Background: an optimization exercise with open tools, aiming at a short achievable clock period and few clock cycles. Do not read the settings as production practice.
In this exercise RTL edits were held to simulation tests only and were not proved equivalent to the original.
Power figures rest on the tool's default switching activity, not on a simulated workload.

==> 01-02: inputs <==
// simplevm_core
module simplevm_core (
    input  wire        clk,
    input  wire        rst,           
    input  wire        start,         
    input  wire [15:0] entry,         
    input  wire        line_valid,    
    input  wire [7:0]  line_len,      
    output wire [7:0]  line_idx,      
    input  wire [15:0] line_char,     
    input  wire        dbg_cont,      
    input  wire        dbg_term,      
    output reg         mem_req,
    output reg         mem_we,
    output reg  [7:0]  mem_addr,
    output reg  [15:0] mem_wdata,
    input  wire        mem_ack,
    input  wire [15:0] mem_rdata,
    output reg         out_valid,
    output reg  [15:0] out_data,
    output wire [2:0]  run_state,
    output wire [3:0]  cause,
    input  wire [3:0]  rd_sel,
    output reg  [15:0] rd_data
);
    localparam RS_READY = 3'd0, RS_RUN = 3'd1, RS_SUSP_IN = 3'd2,
               RS_SUSP_DBG = 3'd3, RS_HALT = 3'd4, RS_FAULT = 3'd5;
    localparam F_EOM = 4'd1, F_INVOP = 4'd2, F_BADREG = 4'd3, F_BADADDR = 4'd4,
               F_OVER = 4'd5, F_UNDER = 4'd6, F_BADINT = 4'd7, F_BADARG = 4'd8,
               F_UNBAL = 4'd9, F_BADCHR = 4'd10;
    localparam OP_BRK = 5'd1, OP_DBG = 5'd2, OP_LOAD = 5'd3, OP_MOV = 5'd4,
  ...
Settings: LEC_CHECK=0, ABC_CLOCK_PERIOD_IN_PS=3500, CAP_MARGIN=20, CORE_MARGIN=2, CORE_UTILIZATION=40, PLACE_DENSITY=0.6, SETUP_SLACK_MARGIN=4.5, SLEW_MARGIN=20; clock period 10.0 ns.
run.sh (not shown) runs the stock make flow with config.mk's settings and CLKGATE_MAP_FILE= SYNTH_SCRIPT=/design/flow/synth_recipe.tcl, a recipe that flattens the netlist after the stock synthesis.
==> 07-18 (differences from 01-02) <==
--- a/flow/design.v
+++ b/flow/design.v
@@ -68,15 +68,12 @@
     reg [4:0]  icop [0:15];
     reg [15:0] icw1 [0:15];
     reg [15:0] icw2 [0:15];
     reg        fromc;      
     reg        pw_v;       
     reg        pend;       
-    reg        lwv;
-    reg [7:0]  lwa;
-    reg [15:0] lwd;
     reg        scv;
     reg [7:0]  scb;        
     reg [5:0]  scl;        
     reg  [7:0] pw_a;       
     assign run_state = (ebusy || out_valid) ? RS_RUN : rs;
     assign cause     = cause_r;
@@ -173,14 +170,13 @@
     wire [15:0] mul_r0 = mas10, mul_r1 = mac10, mul_r2 = mas11, mul_r3 = mac11;
     wire [15:0] mbs0 = m0 ^ m1 ^ m2;
     wire [15:0] mbc0 = {(m0[14:0] & m1[14:0]) | (m0[14:0] & m2[14:0]) | (m1[14:0] & m2[14:0]), 1'b0};
     wire [15:0] mbs1 = mbs0 ^ mbc0 ^ m3;
     wire [15:0] mbc1 = {(mbs0[14:0] & mbc0[14:0]) | (mbs0[14:0] & m3[14:0]) | (mbc0[14:0] & m3[14:0]), 1'b0};
     wire [15:0] mul_res = mbs1 + mbc1;
-    reg         mwb;       
-    wire hz = mwb && complete && ((r1_is_reg && w1 == 16'd8) || (r2_is_reg && w2 == 16'd8));
+    reg         mph;
     wire is_mul = d_mul;
     wire sp_in   = ($signed(sp) >= 0) && ($signed(sp) < 256);
     wire fa_in   = ($signed(fa) >= 0) && ($signed(fa) < 256);
     wire tmp_in  = ($signed(tmp) >= 0) && ($signed(tmp) < 256);
     wire pop_ok  = ($signed(sp) >= 1) && ($signed(sp) <= 256);
     wire call_ok = ($signed(sp) >= 0) && ($signed(sp) <= 246);
@@ -189,51 +185,44 @@
     wire signed [17:0] rdata_s = {{2{mem_rdata[15]}}, mem_rdata};
     wire signed [17:0] ret_sp  = fp_s - 18'sd11 - rdata_s;    
     wire sc_hit = scv && (sp[15:8] == 8'd0) && (sp[7:0] == scb);
     wire fc_hit = fcv && (fp == {8'd0, fcb} + 16'd10);
     wire is_int0 = d_int && (w1[1:0] == 2'd0);
     wire is_int1 = d_int && (w1[1:0] == 2'd1);
-    wire [7:0] spm1 = sp[7:0] - 8'd1;
-    wire pop_fwd = lwv && pop_ok && (spm1 == lwa);
-    wire i0_fwd  = lwv && sp_in && (sp[7:0] == lwa) && !lwd[15] && !ebusy;
-    wire fwd_op  = (d_pop && pop_fwd) || (is_int0 && i0_fwd);
-    wire port_op = complete && (d_push || (d_pop && !pop_fwd) || d_call || d_ret ||
-                                (is_int0 && !i0_fwd) || is_int1);
+    wire port_op = complete && (d_push || d_pop || d_call || d_ret || is_int0 || is_int1);
     wire ex_ok   = !reg_fault && !(d_int && int_bad);
     wire ex_stall = (is_int0 || is_int1) && ebusy;
-    wire cont = !complete || ((d_simple || fwd_op) && ex_ok && !hz);
+    wire cont = !complete || (d_simple && !reg_fault && !(is_mul && !mph));
     wire boundary = (wi == 2'd0) || complete;
     wire [3:0]  ci   = fa[3:0];
     wire [4:0]  c_op = icop[ci];
     wire [15:0] c_w1 = icw1[ci];
     wire [15:0] c_w2 = icw2[ci];
     wire c_jcc = (c_op >= OP_JZ) && (c_op <= OP_JNE);
     wire flags_busy = complete && ((op == OP_CMP) || (op == OP_CLF));
     wire [7:0] pw_off = pw_a - fa[7:0];
     wire tagm = (fa[15:8] == 8'd0) && icv[ci] && (ictag[ci] == fa[7:4]);
-    wire fetch_req = fa_in && (!complete || ((d_simple || fwd_op) && ex_ok)) && (pend || !(boundary && tagm && !(pw_v && pw_off < {6'd0, c_len})));
+    wire fetch_req = fa_in && (!complete || (d_simple && !reg_fault)) && (pend || !(boundary && tagm));
     wire hit = cont && boundary && tagm && !pend &&
-               !(pw_v && pw_off < {6'd0, c_len});
-    wire zf_n = (complete && op == OP_CLF) ? 1'b0 : (zf || (complete && op == OP_CMP && xb == 16'd0));
-    wire ef_n = (complete && op == OP_CLF) ? 1'b0 : (ef || (complete && op == OP_CMP && xa == xb));
+               !(c_jcc && flags_busy) && !(pw_v && pw_off < {6'd0, c_len});
     reg [1:0] c_len;
     reg       c_taken;
     always @* begin
         case (c_op)
             OP_LOAD, OP_ADDI, OP_SUBI, OP_MULI,
             OP_MOV, OP_ADD, OP_SUB, OP_MUL, OP_CMP: c_len = 2'd3;
             OP_PUSH, OP_POP, OP_INC, OP_DEC,
             OP_JMP, OP_JZ, OP_JNZ, OP_JE, OP_JNE, OP_CALL, OP_INT: c_len = 2'd2;
             default: c_len = 2'd1;
         endcase
         case (c_op)
             OP_JMP:  c_taken = 1'b1;
-            OP_JZ:   c_taken = zf_n;
-            OP_JNZ:  c_taken = !zf_n;
-            OP_JE:   c_taken = ef_n;
-            OP_JNE:  c_taken = !ef_n;
+            OP_JZ:   c_taken = zf;
+            OP_JNZ:  c_taken = !zf;
+            OP_JE:   c_taken = ef;
+            OP_JNE:  c_taken = !ef;
             default: c_taken = 1'b0;
         endcase
     end
     reg [15:0] call_word;
     always @* begin
         if (cnt < 8)       call_word = x[cnt[2:0]];
@@ -247,13 +236,13 @@
                 if (port_op) begin
                     mem_we = d_push || d_call;
                     if (d_call) mem_wdata = x[0];
                     if (d_pop)      mem_addr = sp[7:0] - 8'd1;
                     else if (d_ret) mem_addr = fp[7:0] - 8'd11;
                     else            mem_addr = sp[7:0];
-                    mem_req = ex_ok && !ex_stall && !hz && !(is_int1 && sc_hit) &&
+                    mem_req = ex_ok && !ex_stall && !(is_int1 && sc_hit) &&
                               (d_pop ? pop_ok : d_call ? call_ok : d_ret ? ret_ok : sp_in);
                 end else begin
                     mem_req = fetch_req;
                 end
             end
             S_CALL: begin
@@ -318,25 +307,19 @@
             st <= S_IDLE;
             out_data <= 16'd0;
             cnt <= 8'd0;
             wi <= 2'd0;
             ebusy <= 1'b0;
             fcv <= 1'b0;
-            mwb <= 1'b0;
+            mph <= 1'b0;
             pw_v <= 1'b0;
             pend <= 1'b0;
             scv <= 1'b0;
-            lwv <= 1'b0;
             for (i = 0; i < 16; i = i + 1) icv[i] <= 1'b0;
         end else begin
             pw_v <= wr_ack;
-            if (wr_ack) begin
-                lwv <= 1'b1;
-                lwa <= mem_addr;
-                lwd <= mem_wdata;
-            end
             pend <= mem_req && !mem_ack;
             if (wr_ack && (mem_addr - scb) <= {2'd0, scl}) scv <= 1'b0;
             pw_a <= mem_addr;
             if (complete && !fromc && op_valid) begin
                 icv[ipc[3:0]]   <= 1'b1;
                 ictag[ipc[3:0]] <= ipc[7:4];
@@ -345,16 +328,12 @@
                 icw2[ipc[3:0]]  <= w2;
             end
             if (pw_v)
                 for (i = 0; i < 3; i = i + 1)
                     if (ictag[inv_a[i]] == inv_t[i]) icv[inv_a[i]] <= 1'b0;
             if (wr_ack && fc_off < 8'd10) fcv <= 1'b0;
-            if (mwb) begin
-                x[REG_AC] <= mul_res;
-                mwb <= 1'b0;
-            end
             if (ebusy) begin
                 out_valid <= 1'b1;
                 if (epos == elen) begin
                     out_data <= 16'd10;
                     ebusy <= 1'b0;
                 end else begin
@@ -368,13 +347,12 @@
                         RS_READY: if (start) begin
                             pc <= entry;
                             fa <= entry;
                             wi <= 2'd0;
                             fcv <= 1'b0;
                             scv <= 1'b0;
-                            lwv <= 1'b0;
                             for (i = 0; i < 16; i = i + 1) icv[i] <= 1'b0;
                             rs <= RS_RUN;
                             st <= S_RUN;
                         end
                         RS_SUSP_IN: if (line_valid) begin
                             if ($signed(sp) < 0) begin
@@ -402,14 +380,13 @@
                             end
                         end
                         default: ;
                     endcase
                 end
                 S_RUN: begin
-                    if (hz) begin
-                    end else if (complete && !op_valid) begin
+                    if (complete && !op_valid) begin
                         pc <= ipc; fault(F_INVOP, ir);
                     end else if (complete && r1_is_reg && bad_reg(w1)) begin
                         pc <= ipc; fault(F_BADREG, w1);
                     end else if (complete && r2_is_reg && bad_reg(w2)) begin
                         pc <= ipc; fault(F_BADREG, w2);
                     end else if (complete && op == OP_INT && int_bad) begin
@@ -418,12 +395,18 @@
                                               (op == OP_INT && w1[1:0] == 2'd2))) begin
                         pc <= fa;
                         rs <= (op == OP_BRK) ? RS_HALT : (op == OP_DBG) ? RS_SUSP_DBG : RS_SUSP_IN;
                         cause_r <= 4'd0;
                         wi <= 2'd0;
                         st <= S_IDLE;
+                    end else if (complete && is_mul && !mph) begin
+                        m0 <= mul_r0;
+                        m1 <= mul_r1;
+                        m2 <= mul_r2;
+                        m3 <= mul_r3;
+                        mph <= 1'b1;
                     end else if (port_op) begin
                         if (!ex_stall)
                         case (op)
                             OP_PUSH: begin
                                 if ($signed(sp) >= 256)   begin pc <= ipc; fault(F_OVER, sp); end
                                 else if ($signed(sp) < 0) begin pc <= ipc; fault(F_UNDER, sp); end
@@ -515,37 +498,22 @@
                         if (complete) begin
                             case (op)
                                 OP_LOAD: x[w1[3:0]] <= w2;
                                 OP_MOV:  x[w1[3:0]] <= xb;
                                 OP_ADD, OP_ADDI: x[REG_AC] <= xa + opb;
                                 OP_SUB, OP_SUBI: x[REG_AC] <= xa - opb;
-                                OP_MUL, OP_MULI: begin
-                                    m0 <= mul_r0;
-                                    m1 <= mul_r1;
-                                    m2 <= mul_r2;
-                                    m3 <= mul_r3;
-                                    mwb <= 1'b1;
-                                end
+                                OP_MUL, OP_MULI: begin x[REG_AC] <= mul_res; mph <= 1'b0; end
                                 OP_INC: x[w1[3:0]] <= xa + 16'd1;
                                 OP_DEC: x[w1[3:0]] <= xa - 16'd1;
                                 OP_CMP: begin
                                     if (xa == xb)     ef <= 1'b1;
                                     if (xb == 16'd0)  zf <= 1'b1;
                                 end
                                 OP_CLF: begin
                                     ef <= 1'b0; zf <= 1'b0; df <= 1'b0;
                                 end
-                                OP_POP: begin
-                                    x[REG_SP] <= sp - 16'd1;
-                                    fs <= fs - 16'd1;
-                                    x[w1[3:0]] <= lwd;    
-                                end
-                                OP_INT: begin             
-                                    out_valid <= 1'b1;
-                                    out_data <= lwd;
-                                end
                                 default: ;    
                             endcase
                         end
                         if (hit) begin
                             ir  <= {11'd0, c_op};
                             dr  <= decode({11'd0, c_op});
@@ -554,14 +522,13 @@
                             ipc <= fa;
                             fa  <= c_taken ? c_w1 : fa + {14'd0, c_len};
                             wi  <= c_len;
                             fromc <= 1'b1;
                         end else if (wi == 2'd0 || complete) begin
                             fromc <= 1'b0;
-                            if (!fa_in && complete && d_mul) wi <= 2'd0;    
-                            else if ($signed(fa) < 0)        begin pc <= fa; fault(F_BADADDR, fa); end
+                            if ($signed(fa) < 0)        begin pc <= fa; fault(F_BADADDR, fa); end
                             else if ($signed(fa) >= 256) begin pc <= fa; fault(F_EOM, fa); end
                             else if (fetch_req && mem_ack) begin
                                 ir  <= mem_rdata;
                                 dr  <= decode(mem_rdata);
                                 ipc <= fa;
                                 fa  <= fa + 16'd1;
==> qor summary <==
item	07-18	01-02
Outcome	no timing/DRC/antenna violations	no timing/DRC/antenna violations
Min-Delay Startpoint	fs[1]	lwv
Total net switching power	9053 uW	12220 uW
Global Route met1 Usage	47.00%	49.36%
Share of cells above drive strength 1	23.65%	22.76%
Post-synth top area share	49.97%	49.82%
Synthesis-stage register bit count	1968	1993
Portion of the post-synthesis area used by sequential elements	52.70%	52.52%
Floorplan row count	191	193
Xor-xnor portion of the synthesized cell area	3.084%	2.972%
Non-clock buffers, area share	6.315%	5.975%
WL per Instance	38.72 um	40.73 um
Met2 usage	49.31%	52.13%
Avg Synthesized Cell Area	12.80 um2	12.54 um2
Die Y-Extent	526.8 um	531.0 um
DR vias	85520	88950
Met2 wire length	206400 um	221100 um
Sequential fraction of total cell area	44.63%	44.49%
Sink of the worst hold path	fs[1]	lwv
Testbench counts of 01-02, summed over its fixed seeds: cycles 49,138.
Testbench counts of 07-18, summed over its fixed seeds: cycles 52,499.

re-timing with driven ports:
How much do the figures lean on ideal ports? The routed layouts below were timed once more, with nothing changed but the port constraints.
Step 1: set_driving_cell puts a clkbuf_16 on clk and a buf_2 on each other input, an assumption about the parent block.
Step 2, shift: input delay + t, output delay - t, t = (earliest + latest rising clock arrival at the registers) / 2. This alone moves slack from input paths to output paths.
Slacks: ideal ports / drivers / drivers and shift; pairs: ideal ports / drivers.
run | shift t [ns] | setup slack, ns | slew at the worst register clock pin (ns)
01-02 | 1.028 | 3.086 / 2.969 / 3.571 | 0.07 / 0.07
07-18 | 1.016 | 3.883 / 3.768 / 3.503 | 0.07 / 0.07
After both steps setup and hold are still met in every run listed. The setup slack of 07-18, which loses most, moves by -0.115 ns with the drivers and by -0.380 ns with both steps.
